From an optimization exercise on the open Yosys and OpenROAD flow, aimed at small area; shortcuts taken in it are not production practice. At most, simulation tests tie the RTL to the original design; equivalence was not proved. Power figures rest on the tool's default switching activity, not on a simulated workload.

before:
Design mucom_engine, start of the top module:
module mucom_engine (
    input  wire        clk,
    input  wire        rst,
    input  wire        cmd_valid,
    output wire        cmd_ready,
    input  wire [3:0]  cmd_op,
    input  wire [7:0]  cmd_index,
    input  wire [3:0]  cmd_size,
    input  wire [63:0] cmd_data,
    input  wire [15:0] cmd_ms,
    output reg         res_valid,
    output reg  [1:0]  res_status,
    output wire        res_got,
    output wire [31:0] res_elapsed,
    output reg  [63:0] res_out,
    input  wire [31:0] now,
    input  wire        rx_valid,
    input  wire [7:0]  rx_byte,
    output wire        rx_ready,
    input  wire [15:0] tx_space,
    output wire        tx_valid,
    output wire [7:0]  tx_byte,
    input  wire        tx_ready,
    output wire        crit,
    output wire        flush_req,
    input  wire        flush_done,
    output wire        disp_valid,
    output wire [1:0]  disp_kind,
    output wire [3:0]  disp_dcnt,
    output wire [71:0] disp_data,
    input  wire        reply_valid,
    input  wire [7:0]  reply_index,
    input  wire [3:0]  reply_size,
    input  wire [63:0] reply_data
);
    localparam [1:0] K_WREQ = 2'b00;
    localparam [1:0] K_RREQ = 2'b01;
    localparam [1:0] K_RRSP = 2'b10;
    localparam [1:0] K_EXEC = 2'b11;
  ...
Settings: LEC_CHECK=0, CAP_MARGIN=20, CORE_MARGIN=2, CORE_UTILIZATION=40, SLEW_MARGIN=20; clock period 10.0 ns.
standard.sh (not shown) runs the stock make flow with config.mk's settings and CLKGATE_MAP_FILE= SYNTH_SCRIPT=/design/flow/synth_recipe.tcl, a recipe that flattens the netlist after the stock synthesis.
==> flow/flow/run.sh <==
#!/bin/bash
# The standard layout with three changes, each tool's output in a log of its own here:
#  - synthesis is the standard one, but its ABC run maps for area (flow/area.abc),
#  - the smallest buffer (buf_1) on every input and output port,
#  - a clock tree of fewer, larger clusters without dummy loads.
set -euo pipefail
here=$PWD
export BUFFER_PORTS_ARGS="-buffer_cell sky130_fd_sc_hd__buf_1"
export CTS_ARGS="-sink_clustering_enable -repair_clock_nets -buf_list sky130_fd_sc_hd__clkbuf_8 -sink_clustering_size 16 -sink_clustering_max_diameter 80 -dont_use_dummy_load"
export MY_ABC_SCRIPT=$here/flow/area.abc
std=$(grep -o 'SYNTH_SCRIPT=[^ ]*' standard.sh | head -n 1 | cut -d= -f2)
cat > my_synth.tcl <<EOT
# the standard synthesis script, with ABC's script swapped for flow/area.abc
proc abc {args} {
  set i [lsearch -exact \$args -script]
  if {\$i >= 0} { lset args [expr {\$i + 1}] \$::env(MY_ABC_SCRIPT) }
  yosys abc {*}\$args
}
source {$std}
EOT
sed "s|SYNTH_SCRIPT=[^ ]*|SYNTH_SCRIPT=$here/my_synth.tcl|" standard.sh > my_standard.sh
bash my_standard.sh synth > synth.log 2>&1
bash my_standard.sh > layout.log 2>&1
==> flow/flow/area.abc <==
strash
dch -f
map -a
mfs2
strash
dch -f
map -a
topo
stime -c
buffer -c
upsize -c
dnsize -c
before ran to completion and came out clean on the timing, design-rule and antenna checks.
### before -> after
--- a/flow/design.v
+++ b/flow/design.v
@@ -107,25 +107,27 @@
     reg  [71:0] sb;              
     reg  [3:0]  cnt;
     reg  [1:0]  rkind;
     reg  [2:0]  rcntf;
     reg  [3:0]  txidx;
     wire st_idle   = (state == S_IDLE);
     wire st_poll   = (state == S_POLL);
     wire st_disp   = (state == S_DISP);
     wire st_rwait  = (state == S_RWAIT);
     wire st_rsend  = (state == S_RSEND);
     wire st_send   = (state == S_SEND);
-    wire        use_t0   = (state == S_TXWAIT) || (state == S_TXCHK) || (state == S_RSPCHK);
-    wire [31:0] base     = ({32{st_rwait}} & t0r) |
-                           ({32{st_idle && lc_set && cmd_op == OP_GETLC}} & lastcomm) |
+    wire        tx_read  = (txkind == K_RREQ);
+    wire        use_t0r  = st_rwait || (state == S_TXWAIT && !tx_read);
+    wire        use_t0   = (state == S_TXWAIT && tx_read) || (state == S_TXCHK) ||
+                           (state == S_RSPCHK);
+    wire [31:0] base     = ({32{use_t0r}} & t0r) | ({32{st_idle && lc_set}} & lastcomm) |
                            ({32{use_t0}} & t0);
     wire [31:0] elapsed  = sub32(now, base);
     wire        expired  = (elapsed[31:15] != 17'd0) || ge15(elapsed[14:0], timeout);
     wire        space_ok = (tx_space >= 16'd22);
     assign res_elapsed = t0;
     assign res_got     = got;
     wire        take     = st_poll && rx_valid;
     wire        rx_start = rx_byte[7];
     wire        cont     = take && !rx_start && (cnt != 4'd0);
     wire        sending  = st_send || st_rsend;
     wire [1:0]  lk       = st_send ? txkind : (st_rsend ? K_RRSP : rkind);
@@ -204,23 +206,23 @@
         end
         if (cp) match <= (sb[71:64] == req_index) && (rcntf == req_cntf);
         pb <= pb_next;
         cp <= complete && (rkind == K_RRSP);
         sb <= sb_next;
         if (st_disp) begin
             rcntf <= reply_size[2:0] - 3'd1;
         end else if (take && rx_start) begin
             rkind <= rx_byte[6:5];
             rcntf <= rx_byte[4:2];
         end
-        if (st_disp) t0r <= now;
+        if (st_disp || st_idle) t0r <= now;
         if (sending) begin
             if (tx_ready) txidx <= txidx + 4'd1;
         end else begin
             txidx <= 4'd0;
         end
     end
     always @(posedge clk) begin
         if (rst) begin
             state     <= S_IDLE;
             cnt       <= 4'd0;
             timeout   <= 15'd100;
[summary]
- Of before and after, the lower first-iteration DRC count belongs to before.
- The total routed wire length on the met1 layer in after sits about 4% above the value recorded for before.
- Diff before -> after | number of cells on the worst reg-to-reg path | decrease of about 2%
- On effective utilization at floorplan, before and after are basically level.
- From before to after the numbers moved as follows: utilization ~0 delta, fmax +about 0.7%, die area ~0 delta.
- On share of the synthesized area in compound gates (AO/OA/AOI/OAI): between before and after, it ends up lower for after.
- met1 routing resource usage after global routing in after is 3.4 points higher than in before
- Compared with before, after shows area occupied by multi-input gates lower by 1.0%.
- Diff before..after | die height | negligible
- For number of nets in the synthesized netlist, before and after come out practically identical.
- Relative to before, the number of logic inverters in the finished layout measured on after has increased by more than 10%.
- On register-to-register slack: between before and after, it ends up higher for before.

* * *

mucom_engine again, from the RTL that the note above started with.
Settings: LEC_CHECK=0, CAP_MARGIN=20, CORE_MARGIN=2, CORE_UTILIZATION=40, SLEW_MARGIN=20; clock period 10.0 ns.
==> flow/flow/run.sh <==
#!/bin/bash
# Standard layout with the smallest buffer (buf_1) on every input and output port
# and a clock tree of fewer, larger clusters without dummy loads. Each tool's
# output goes to a log of its own here.
set -euo pipefail
export BUFFER_PORTS_ARGS="-buffer_cell sky130_fd_sc_hd__buf_1"
export CTS_ARGS="-sink_clustering_enable -repair_clock_nets -buf_list sky130_fd_sc_hd__clkbuf_8 -sink_clustering_size 16 -sink_clustering_max_diameter 80 -dont_use_dummy_load"
bash standard.sh synth > synth.log 2>&1
bash standard.sh > layout.log 2>&1
Edit:
--- a/flow/design.v
+++ b/flow/design.v
@@ -186,23 +186,23 @@
     endgenerate
     wire [71:0] sb_next = ({72{st_disp}} & rs) | (wr & xs) | (~{72{st_disp}} & ~wr & sb);
     wire [63:0] cd;              
     assign cd[63:56] = (cmd_op == OP_INVOKE0) ? 8'h00 : cmd_data[7:0];
     generate
         for (g = 1; g < 8; g = g + 1) begin : g_cd
             assign cd[63 - 8*g -: 8] = cmd_data[8*g +: 8];
         end
     endgenerate
     wire [63:0] pb_next = ({64{cp}} & sb[63:0]) | ({64{st_idle}} & cd) |
                           (~{64{cp || st_idle}} & pb);
-    integer m;
+    integer m, c;
     always @(posedge clk) begin
         if (st_idle) begin
             req_index <= cmd_index;
             req_cntf  <= (cmd_op == OP_INVOKE0) ? 3'd0 : cmd_size[2:0] - 3'd1;
             txkind    <= (cmd_op == OP_READ)  ? K_RREQ :
                          (cmd_op == OP_WRITE) ? K_WREQ : K_EXEC;
         end
         if (cp) match <= (sb[71:64] == req_index) && (rcntf == req_cntf);
         pb <= pb_next;
         cp <= complete && (rkind == K_RRSP);
         sb <= sb_next;
What happened: The changed run completed without violations; routed wire length is unchanged; register-to-register slack stays flat; final area is unchanged; clock power is about the same; clock skew stays the same; hold slack is unchanged; non-clock buffer count stays the same; via count is unchanged.

* * *

== job 5981 ==
RTL: one of the versions met above, not the one the previous note started from.
Size in the first run: about 1,700 cells after synthesis, roughly 350 flip-flops, roughly 0.016 mm^2 of cells after synthesis.
## mucom_engine
module mucom_engine (
    input  wire        clk,
    input  wire        rst,
    input  wire        cmd_valid,
    output wire        cmd_ready,
    input  wire [3:0]  cmd_op,
    input  wire [7:0]  cmd_index,
    input  wire [3:0]  cmd_size,
    input  wire [63:0] cmd_data,
    input  wire [15:0] cmd_ms,
    output reg         res_valid,
    output reg  [1:0]  res_status,
    output wire        res_got,
    output wire [31:0] res_elapsed,
    output reg  [63:0] res_out,
    input  wire [31:0] now,
    input  wire        rx_valid,
    input  wire [7:0]  rx_byte,
    output wire        rx_ready,
    input  wire [15:0] tx_space,
    output wire        tx_valid,
    output wire [7:0]  tx_byte,
    input  wire        tx_ready,
    output wire        crit,
    output wire        flush_req,
    input  wire        flush_done,
    output wire        disp_valid,
    output wire [1:0]  disp_kind,
    output wire [3:0]  disp_dcnt,
    output wire [71:0] disp_data,
    input  wire        reply_valid,
    input  wire [7:0]  reply_index,
    input  wire [3:0]  reply_size,
    input  wire [63:0] reply_data
);
    localparam [1:0] K_WREQ = 2'b00;
    localparam [1:0] K_RREQ = 2'b01;
    localparam [1:0] K_RRSP = 2'b10;
    localparam [1:0] K_EXEC = 2'b11;
    localparam [3:0] OP_SETTO = 4'd1, OP_GETLC = 4'd2, OP_POLL = 4'd3, OP_READ = 4'd4,
                     OP_WRITE = 4'd5, OP_INVOKE = 4'd6, OP_INVOKE0 = 4'd7;
    localparam [1:0] ST_OK = 2'd0, ST_ERR = 2'd1, ST_TIMEOUT = 2'd2, ST_COMM = 2'd3;
    localparam [3:0] S_IDLE   = 4'd0,
                     S_POLL   = 4'd1,    
                     S_DISP   = 4'd2,    
                     S_RWAIT  = 4'd3,    
  ...
clock: 10.0 ns
lec_check: 0
cap_margin: 20
core_margin: 2
core_utilization: 40
slew_margin: 20
==> flow/flow/run.sh <==
#!/bin/bash
# The standard layout with three changes, each tool's output in a log of its own here:
#  - synthesis is the standard one, but without full-adder extraction and with
#    an ABC run that maps for area (flow/area.abc),
#  - the smallest buffer (buf_1) on every input and output port,
#  - a clock tree of fewer, larger clusters without dummy loads.
set -euo pipefail
here=$PWD
export BUFFER_PORTS_ARGS="-buffer_cell sky130_fd_sc_hd__buf_1"
export CTS_ARGS="-sink_clustering_enable -repair_clock_nets -buf_list sky130_fd_sc_hd__clkbuf_8 -sink_clustering_size 16 -sink_clustering_max_diameter 80 -dont_use_dummy_load"
export MY_ABC_SCRIPT=$here/flow/area.abc
std=$(grep -o 'SYNTH_SCRIPT=[^ ]*' standard.sh | head -n 1 | cut -d= -f2)
cat > my_synth.tcl <<EOT
# the standard synthesis script, with ABC's script swapped for flow/area.abc and
# no full-adder extraction, so ABC maps the adders' logic with the rest
proc extract_fa {args} {}
proc abc {args} {
  set i [lsearch -exact \$args -script]
  if {\$i >= 0} { lset args [expr {\$i + 1}] \$::env(MY_ABC_SCRIPT) }
  yosys abc {*}\$args
}
source {$std}
EOT
sed "s|SYNTH_SCRIPT=[^ ]*|SYNTH_SCRIPT=$here/my_synth.tcl|" standard.sh > my_standard.sh
bash my_standard.sh synth > synth.log 2>&1
bash my_standard.sh > layout.log 2>&1
==> flow/flow/area.abc <==
strash
dch -f
map -a
mfs2
strash
dch -f
map -a
mfs2
strash
dch -f
map -a
topo
stime -c
buffer -c
dnsize -c
Job 5981: full flow OK, the timing, design-rule and antenna checks passed
Modified inputs, job 6755 compared to job 5981
diff --git a/flow/design.v b/flow/design.v
--- a/flow/design.v
+++ b/flow/design.v
@@ -102,19 +102,18 @@
     reg  [2:0]  req_cntf;
     reg  [1:0]  txkind;
     reg  [63:0] pb;
     reg         match;           
     reg         cp;              
     reg  [71:0] sb;              
     reg  [3:0]  cnt;
     reg  [1:0]  rkind;
     reg  [2:0]  rcntf;
-    reg  [3:0]  txidx;
     wire st_idle   = (state == S_IDLE);
     wire st_poll   = (state == S_POLL);
     wire st_disp   = (state == S_DISP);
     wire st_rwait  = (state == S_RWAIT);
     wire st_rsend  = (state == S_RSEND);
     wire st_send   = (state == S_SEND);
     wire        tx_read  = (txkind == K_RREQ);
     wire        use_t0r  = st_rwait || (state == S_TXWAIT && !tx_read);
     wire        use_t0   = (state == S_TXWAIT && tx_read) || (state == S_TXCHK) ||
@@ -126,18 +125,19 @@
     wire        space_ok = (tx_space >= 16'd22);
     assign res_elapsed = t0;
     assign res_got     = got;
     wire        take     = st_poll && rx_valid;
     wire        rx_start = rx_byte[7];
     wire        cont     = take && !rx_start && (cnt != 4'd0);
     wire        sending  = st_send || st_rsend;
     wire [1:0]  lk       = st_send ? txkind : (st_rsend ? K_RRSP : rkind);
     wire [2:0]  lc       = st_send ? req_cntf : rcntf;
+    wire [3:0]  txidx    = t0r[3:0];      
     wire [3:0]  lpos     = sending ? txidx : cnt;
     wire        at_last  = (lpos == lastidx(lk, lc));
     wire        complete = cont && at_last;
     assign cmd_ready  = st_idle;
     assign rx_ready   = st_poll;
     assign disp_valid = st_disp;
     assign crit       = sending;
     assign tx_valid   = sending;
     assign flush_req  = (state == S_FLUSH);
@@ -208,23 +208,24 @@
         pb <= pb_next;
         cp <= complete && (rkind == K_RRSP);
         sb <= sb_next;
         if (st_disp) begin
             rcntf <= reply_size[2:0] - 3'd1;
         end else if (take && rx_start) begin
             rkind <= rx_byte[6:5];
             rcntf <= rx_byte[4:2];
         end
-        if (st_disp || st_idle) t0r <= now;
-        if (sending) begin
-            if (tx_ready) txidx <= txidx + 4'd1;
-        end else begin
-            txidx <= 4'd0;
+        if (st_disp || st_idle) begin
+            t0r <= now;
+        end else if ((state == S_TXWAIT || st_rwait) && space_ok) begin
+            t0r[3:0] <= 4'd0;
+        end else if (sending && tx_ready) begin
+            t0r[3:0] <= t0r[3:0] + 4'd1;
         end
     end
     always @(posedge clk) begin
         if (rst) begin
             state     <= S_IDLE;
             cnt       <= 4'd0;
             timeout   <= 15'd100;
             lc_set    <= 1'b0;
             res_valid <= 1'b0;
- Changes observed in job 6755 relative to job 5981: synthesized instance count now smaller, non-clock buffer area fraction after layout went up, proportion of cell area occupied by multi-input gates +0.69 points, leakage dissipation dropped 0.33%.
- The register share of the cell area in job 6755 sits 0.50 points below the value recorded for job 5981.
- For the count of different cell masters after synthesis, job 6755 came in 4.9% higher than job 5981 did.
- Final total power shrinks by a few percent when moving from job 5981 to job 6755.
- Clock skew ended up 11 ps higher on job 6755 than on job 5981.
- Looking at simple-gate area share of the yosys netlist, job 6755 sits 1.0 points above job 5981.
- On job 6755: non-clock buffer count is 1.6% higher than what job 5981 gave.
- In job 6755, the via count of the first global-routing pass came out 1.0% above the value in job 5981.
- Where half-perimeter wire length after placement is concerned, job 5981 is outperformed by job 6755.
- On pin count of the biggest net entering global routing: job 6755 sits below job 5981.
- Between job 5981 and job 6755, signed area change from the synthesized netlist to the final layout increased.
Only the layout flow was run in job 6755; the RTL was not checked for function there.

* * *

## JK
The RTL this note starts from:
==> flow/design.v <==
module mucom_engine (
    input  wire        clk,
    input  wire        rst,
    input  wire        cmd_valid,
    output wire        cmd_ready,
    input  wire [3:0]  cmd_op,
    input  wire [7:0]  cmd_index,
    input  wire [3:0]  cmd_size,
    input  wire [63:0] cmd_data,
    input  wire [15:0] cmd_ms,
    output reg         res_valid,
    output reg  [1:0]  res_status,
    output wire        res_got,
    output wire [31:0] res_elapsed,
    output reg  [63:0] res_out,
    input  wire [31:0] now,
    input  wire        rx_valid,
    input  wire [7:0]  rx_byte,
    output wire        rx_ready,
    input  wire [15:0] tx_space,
    output wire        tx_valid,
    output wire [7:0]  tx_byte,
    input  wire        tx_ready,
    output wire        crit,
    output wire        flush_req,
    input  wire        flush_done,
    output wire        disp_valid,
    output wire [1:0]  disp_kind,
    output wire [3:0]  disp_dcnt,
    output wire [71:0] disp_data,
    input  wire        reply_valid,
    input  wire [7:0]  reply_index,
    input  wire [3:0]  reply_size,
    input  wire [63:0] reply_data
);
    localparam [1:0] K_WREQ = 2'b00;
    localparam [1:0] K_RREQ = 2'b01;
    localparam [1:0] K_RRSP = 2'b10;
    localparam [1:0] K_EXEC = 2'b11;
    localparam [3:0] OP_SETTO = 4'd1, OP_GETLC = 4'd2, OP_POLL = 4'd3, OP_READ = 4'd4,
                     OP_WRITE = 4'd5, OP_INVOKE = 4'd6, OP_INVOKE0 = 4'd7;
    localparam [1:0] ST_OK = 2'd0, ST_ERR = 2'd1, ST_TIMEOUT = 2'd2, ST_COMM = 2'd3;
    localparam [3:0] S_IDLE   = 4'd0,
                     S_POLL   = 4'd1,    
                     S_DISP   = 4'd2,    
                     S_RWAIT  = 4'd3,    
                     S_RSEND  = 4'd4,    
                     S_TXWAIT = 4'd5,    
                     S_TXCHK  = 4'd6,    
                     S_SEND   = 4'd7,    
                     S_FLUSH  = 4'd8,    
                     S_RSPCHK = 4'd9,    
                     S_DONE   = 4'd10;   
    localparam [1:0] R_POLLCMD = 2'd0, R_DRAIN = 2'd1, R_TXWAIT = 2'd2, R_RSPWAIT = 2'd3;
    function [3:0] lastidx;
        input [1:0] k;
        input [2:0] c;
        begin
            if (k == K_RREQ)    lastidx = 4'd1;
            else if (c == 3'd0) lastidx = 4'd2;
            else                lastidx = {1'b0, c} + 4'd3;
        end
    endfunction
    function ge15;
        input [14:0] a;
        input [14:0] b;
        reg br;
        integer k;
        begin
            br = 1'b0;
            for (k = 0; k < 15; k = k + 1)
                br = (~a[k] & b[k]) | (~(a[k] ^ b[k]) & br);
            ge15 = ~br;
        end
    endfunction
    reg  [3:0]  state;
    reg  [1:0]  ret;
    reg         got;
    reg  [14:0] timeout;         
    reg  [31:0] lastcomm;        
    reg         lc_set;
    reg  [31:0] t0;
    reg  [31:0] t0r;
    reg  [7:0]  req_index;
    reg  [2:0]  req_cntf;
    reg  [1:0]  txkind;
    reg  [63:0] pb;
    reg         match;           
    reg         cp;              
    reg  [71:0] sb;              
    reg  [3:0]  cnt;
    reg  [1:0]  rkind;
    reg  [2:0]  rcntf;
    reg  [3:0]  txidx;
    wire st_idle   = (state == S_IDLE);
    wire st_poll   = (state == S_POLL);
    wire st_disp   = (state == S_DISP);
    wire st_rwait  = (state == S_RWAIT);
    wire st_rsend  = (state == S_RSEND);
    wire st_send   = (state == S_SEND);
    wire [31:0] base     = ({32{st_rwait}} & t0r) | ({32{st_idle && lc_set}} & lastcomm) |
                          ({32{!st_rwait && !st_idle}} & t0);
    wire [31:0] elapsed  = now - base;
    wire        expired  = (elapsed[31:15] != 17'd0) || ge15(elapsed[14:0], timeout);
    wire        space_ok = (tx_space >= 16'd22);
    assign res_elapsed = t0;
    assign res_got     = got;
    wire        take     = st_poll && rx_valid;
    wire        rx_start = rx_byte[7];
    wire        cont     = take && !rx_start && (cnt != 4'd0);
    wire        sending  = st_send || st_rsend;
    wire [1:0]  lk       = st_send ? txkind : (st_rsend ? K_RRSP : rkind);
    wire [2:0]  lc       = st_send ? req_cntf : rcntf;
    wire [3:0]  lpos     = sending ? txidx : cnt;
    wire        at_last  = (lpos == lastidx(lk, lc));
    wire        complete = cont && at_last;
    assign cmd_ready  = st_idle;
    assign rx_ready   = st_poll;
    assign disp_valid = st_disp;
    assign crit       = sending;
    assign tx_valid   = sending;
    assign flush_req  = (state == S_FLUSH);
    assign disp_kind  = rkind;
    assign disp_dcnt  = {1'b0, rcntf} + 4'd1;
    genvar g;
    generate
        for (g = 0; g < 9; g = g + 1) begin : g_disp
            assign disp_data[8*g +: 8] = sb[71 - 8*g -: 8];
        end
    endgenerate
    wire [71:0] cs = {req_index, pb};
    reg  [7:0]  txraw;
    integer j;
    always @(*) begin
        txraw = ({8{st_rsend && txidx == 4'd0}} & {1'b1, K_RRSP, rcntf, sb[71:70]}) |
                ({8{st_send  && txidx == 4'd0}} & {1'b1, txkind, req_cntf, cs[71:70]});
        for (j = 1; j < 11; j = j + 1)
            txraw = txraw |
                    ({8{st_rsend && txidx == j}} & {1'b0, sb[69 - 7*(j-1) -: 7]}) |
                    ({8{st_send  && txidx == j}} & {1'b0, cs[69 - 7*(j-1) -: 7]});
    end
    wire [2:0]  vbits    = (lk == K_RREQ) ? 3'd6 : (lc == 3'd0) ? 3'd7 : lc;
    reg  [6:0]  keep;
    integer b;
    always @(*) begin
        for (b = 0; b < 7; b = b + 1)
            keep[b] = !at_last || ((3'd6 - b) < vbits);
    end
    assign tx_byte = {txraw[7], txraw[6:0] & keep};
    wire        reply_ok = reply_valid && (rkind == K_RREQ) &&
                           (reply_size >= 4'd1) && (reply_size <= 4'd8);
    wire        size_ok  = (cmd_size >= 4'd1) && (cmd_size <= 4'd8);
    integer m, c;
    always @(posedge clk) begin
        if (st_idle) begin
            req_index <= cmd_index;
            req_cntf  <= (cmd_op == OP_INVOKE0) ? 3'd0 : cmd_size[2:0] - 3'd1;
            txkind    <= (cmd_op == OP_READ)  ? K_RREQ :
                         (cmd_op == OP_WRITE) ? K_WREQ : K_EXEC;
        end
        if (cp) begin
            pb    <= sb[63:0];
            match <= (sb[71:64] == req_index) && (rcntf == req_cntf);
        end else if (st_idle) begin
            pb[63:56] <= (cmd_op == OP_INVOKE0) ? 8'h00 : cmd_data[7:0];
            for (m = 1; m < 8; m = m + 1)
                pb[63 - 8*m -: 8] <= cmd_data[8*m +: 8];
        end
        cp <= complete && (rkind == K_RRSP);
        if (st_disp) begin
            sb[71:64] <= reply_index;
            for (m = 0; m < 8; m = m + 1)
                sb[63 - 8*m -: 8] <= reply_data[8*m +: 8];
            rcntf <= reply_size[2:0] - 3'd1;
        end else if (take && rx_start) begin
            sb[71:70] <= rx_byte[1:0];
            rkind     <= rx_byte[6:5];
            rcntf     <= rx_byte[4:2];
        end else if (cont) begin
            for (c = 1; c < 11; c = c + 1)
                if (cnt == c) sb[69 - 7*(c-1) -: 7] <= rx_byte[6:0];
        end
        if (st_disp) t0r <= now;
        if (sending) begin
            if (tx_ready) txidx <= txidx + 4'd1;
        end else begin
            txidx <= 4'd0;
        end
    end
    always @(posedge clk) begin
        if (rst) begin
            state     <= S_IDLE;
            cnt       <= 4'd0;
            timeout   <= 15'd100;
            lc_set    <= 1'b0;
            res_valid <= 1'b0;
        end else begin
            res_valid <= 1'b0;
            case (state)
                S_IDLE: begin
                    t0 <= (cmd_op == OP_GETLC) ? elapsed : now;
                    if (cmd_valid) begin
                        case (cmd_op)
                            OP_SETTO: begin
                                timeout    <= ($signed(cmd_ms) < 16'sd2) ? 15'd2 : cmd_ms[14:0];
                                res_status <= ST_OK;
                                state      <= S_DONE;
                            end
                            OP_GETLC: begin
                                res_status <= ST_OK;
                                state      <= S_DONE;
                            end
                            OP_POLL: begin
                                got   <= 1'b0;
                                ret   <= R_POLLCMD;
                                state <= S_POLL;
                            end
                            OP_READ: begin
                                if (!size_ok) begin
                                    res_status <= ST_ERR;
                                    state      <= S_DONE;
                                end else begin
                                    got   <= 1'b0;
                                    ret   <= R_DRAIN;
                                    state <= S_POLL;
                                end
                            end
                            OP_WRITE, OP_INVOKE, OP_INVOKE0: begin
                                if (!size_ok && cmd_op != OP_INVOKE0) begin
                                    res_status <= ST_ERR;
                                    state      <= S_DONE;
                                end else begin
                                    state <= S_TXWAIT;
                                end
                            end
                            default: ;   
                        endcase
                    end
                end
                S_POLL: begin
                    if (!rx_valid) begin
                        case (ret)
                            R_POLLCMD: begin
                                res_status <= ST_OK;
                                state      <= S_DONE;
                            end
                            R_DRAIN: begin
                                t0    <= now;
                                state <= S_TXWAIT;
                            end
                            R_TXWAIT:  state <= S_TXCHK;
                            default:   state <= S_RSPCHK;
                        endcase
                    end else if (rx_start) begin
                        cnt <= 4'd1;
                    end else if (cnt != 4'd0) begin
                        if (complete) begin
                            cnt      <= 4'd0;
                            lastcomm <= now;
                            lc_set   <= 1'b1;
                            if (rkind == K_RRSP) got   <= 1'b1;
                            else                 state <= S_DISP;
                        end else begin
                            cnt <= cnt + 4'd1;
                        end
                    end
                end
                S_DISP: begin
                    if (reply_ok) state <= S_RWAIT;
                    else          state <= S_POLL;
                end
                S_RWAIT: begin
                    if (space_ok)     state <= S_RSEND;
                    else if (expired) state <= S_POLL;        
                end
                S_RSEND: if (tx_ready && at_last) state <= S_POLL;
                S_TXWAIT: begin
                    if (space_ok) begin
                        state <= S_SEND;
                    end else if (txkind == K_RREQ) begin
                        ret   <= R_TXWAIT;
                        state <= S_POLL;
                    end else if (expired) begin
                        res_status <= ST_OK;    
                        state      <= S_DONE;
                    end
                end
                S_TXCHK: begin
                    if (expired) begin
                        res_status <= ST_TIMEOUT;
                        state      <= S_DONE;
                    end else begin
                        state <= S_TXWAIT;
                    end
                end
                S_SEND: if (tx_ready && at_last) begin
                    if (txkind == K_RREQ) begin
                        state <= S_FLUSH;
                    end else begin
                        res_status <= ST_OK;
                        state      <= S_DONE;
                    end
                end
                S_FLUSH: if (flush_done) begin
                    t0    <= now;
                    got   <= 1'b0;
                    ret   <= R_RSPWAIT;
                    state <= S_POLL;
                end
                S_RSPCHK: begin
                    if (got) begin
                        if (!match) begin
                            res_status <= ST_COMM;
                        end else begin
                            for (m = 0; m < 8; m = m + 1)
                                if (m <= req_cntf) res_out[8*m +: 8] <= pb[63 - 8*m -: 8];
                            res_status <= ST_OK;
                        end
                        state <= S_DONE;
                    end else if (expired) begin
                        cnt        <= 4'd0;
                        res_status <= ST_TIMEOUT;
                        state      <= S_DONE;
                    end else begin
                        state <= S_POLL;
                    end
                end
                S_DONE: begin
                    res_valid <= 1'b1;
                    state     <= S_IDLE;
                end
                default: state <= S_IDLE;
            endcase
        end
    end
endmodule
clock: 10.0 ns
lec_check: 0
cap_margin: 20
core_margin: 2
core_utilization: 40
slew_margin: 20
==> flow/flow/run.sh <==
#!/bin/bash
# Standard layout, with the smallest buffer (buf_1) on every input and output port
# in place of the default clkdlybuf4s50_1. Each tool's output goes to a log here.
set -euo pipefail
export BUFFER_PORTS_ARGS="-buffer_cell sky130_fd_sc_hd__buf_1"
bash standard.sh synth > synth.log 2>&1
bash standard.sh > layout.log 2>&1
JK | stages: all done | timing, DRC, antenna: all pass
Input-level comparison between MS and JK:
--- a/flow/design.v
+++ b/flow/design.v
@@ -60,8 +60,21 @@
             else if (c == 3'd0) lastidx = 4'd2;
             else                lastidx = {1'b0, c} + 4'd3;
         end
     endfunction
+    function [31:0] sub32;
+        input [31:0] a;
+        input [31:0] b;
+        reg br;
+        integer k;
+        begin
+            br = 1'b0;
+            for (k = 0; k < 32; k = k + 1) begin
+                sub32[k] = a[k] ^ b[k] ^ br;
+                br = (~a[k] & b[k]) | (~(a[k] ^ b[k]) & br);
+            end
+        end
+    endfunction
     function ge15;
         input [14:0] a;
         input [14:0] b;
         reg br;
@@ -76,10 +89,9 @@
     reg  [3:0]  state;
     reg  [1:0]  ret;
     reg         got;
     reg  [14:0] timeout;         
-    reg  [31:0] lastcomm;        
-    reg         lc_set;
+    reg  [31:0] lastcomm;
     reg  [31:0] t0;
     reg  [31:0] t0r;
     reg  [7:0]  req_index;
     reg  [2:0]  req_cntf;
@@ -97,14 +109,12 @@
     wire st_disp   = (state == S_DISP);
     wire st_rwait  = (state == S_RWAIT);
     wire st_rsend  = (state == S_RSEND);
     wire st_send   = (state == S_SEND);
-    wire [31:0] base     = ({32{st_rwait}} & t0r) | ({32{st_idle && lc_set}} & lastcomm) |
-                          ({32{!st_rwait && !st_idle}} & t0);
-    wire [31:0] elapsed  = now - base;
+    wire [31:0] elapsed  = sub32(now, st_rwait ? t0r : t0);
     wire        expired  = (elapsed[31:15] != 17'd0) || ge15(elapsed[14:0], timeout);
     wire        space_ok = (tx_space >= 16'd22);
-    assign res_elapsed = t0;
+    assign res_elapsed = sub32(t0, lastcomm);
     assign res_got     = got;
     wire        take     = st_poll && rx_valid;
     wire        rx_start = rx_byte[7];
     wire        cont     = take && !rx_start && (cnt != 4'd0);
@@ -191,15 +201,15 @@
         if (rst) begin
             state     <= S_IDLE;
             cnt       <= 4'd0;
             timeout   <= 15'd100;
-            lc_set    <= 1'b0;
+            lastcomm  <= 32'd0;
             res_valid <= 1'b0;
         end else begin
             res_valid <= 1'b0;
             case (state)
                 S_IDLE: begin
-                    t0 <= (cmd_op == OP_GETLC) ? elapsed : now;
+                    t0 <= now;
                     if (cmd_valid) begin
                         case (cmd_op)
                             OP_SETTO: begin
                                 timeout    <= ($signed(cmd_ms) < 16'sd2) ? 15'd2 : cmd_ms[14:0];
@@ -256,9 +266,8 @@
                     end else if (cnt != 4'd0) begin
                         if (complete) begin
                             cnt      <= 4'd0;
                             lastcomm <= now;
-                            lc_set   <= 1'b1;
                             if (rkind == K_RRSP) got   <= 1'b1;
                             else                 state <= S_DISP;
                         end else begin
                             cnt <= cnt + 4'd1;
==> comparison <==
MS had finished all stages when the layout checks came back failing, citing negative setup slack. Summary: with JK as the reference, number of enable flip-flop cells after synthesis in MS moved down by more than 10%. Comparing JK and MS, worst reg2reg path depth is higher on MS. The run showing the smaller cell total after placement is MS. MS improves on JK in area after synthesis. Compared with JK, MS shows power per standard cell area lower by 15%. flip-flop to flip-flop as the type of the worst setup path was reported by JK, and flip-flop to output port by MS.

static timing again, ports no longer ideal:
No port has a modelled driver above. Below, the same layouts with a new extraction and two added sets of constraints. Step 1 (the two cells are an assumption about what drives the block):
set clk [get_ports {clk}]
set_driving_cell -lib_cell sky130_fd_sc_hd__clkbuf_16 $clk
set_driving_cell -lib_cell sky130_fd_sc_hd__buf_2 [delete_from_list [all_inputs] $clk]
Step 2 adds t to the input delays and takes it off the output delays; t is the mean of the earliest and latest rising clock arrival at the registers after step 1. Input paths then give back, and output paths get back, about the clock's delay inside the block. Three values: ideal, step 1, step 2; two values: the first two.
run	t (ns)	setup slack, ns	worst setup path at the end	latest minus earliest clock arrival (ns)	worst slew at a driven data input, ns
before	0.637	0.791 / 0.815 / 0.178	input to register	0.074 / 0.074	0.10
after	0.666	0.855 / 0.855 / 0.370	input to register	0.064 / 0.064	0.10
the first run of note 2	0.665	2.174 / 2.124 / 1.896	input to register	0.119 / 0.119	0.11
the second run of note 2	0.665	2.174 / 2.124 / 1.896	input to register	0.119 / 0.119	0.11
job 5981	0.662	1.156 / 1.156 / 0.982	input to register	0.061 / 0.061	0.10
job 6755	0.662	1.291 / 1.291 / 0.715	input to register	0.062 / 0.062	0.08
JK	0.630	2.904 / 2.867 / 2.503	input to register	0.041 / 0.040	0.10
MS	0.623	-3.998 / -4.060 / -3.437	register to output	0.025 / 0.026	0.09
For before, which loses most, drivers alone change the setup slack by +0.024 ns; drivers and shift together by -0.613 ns.
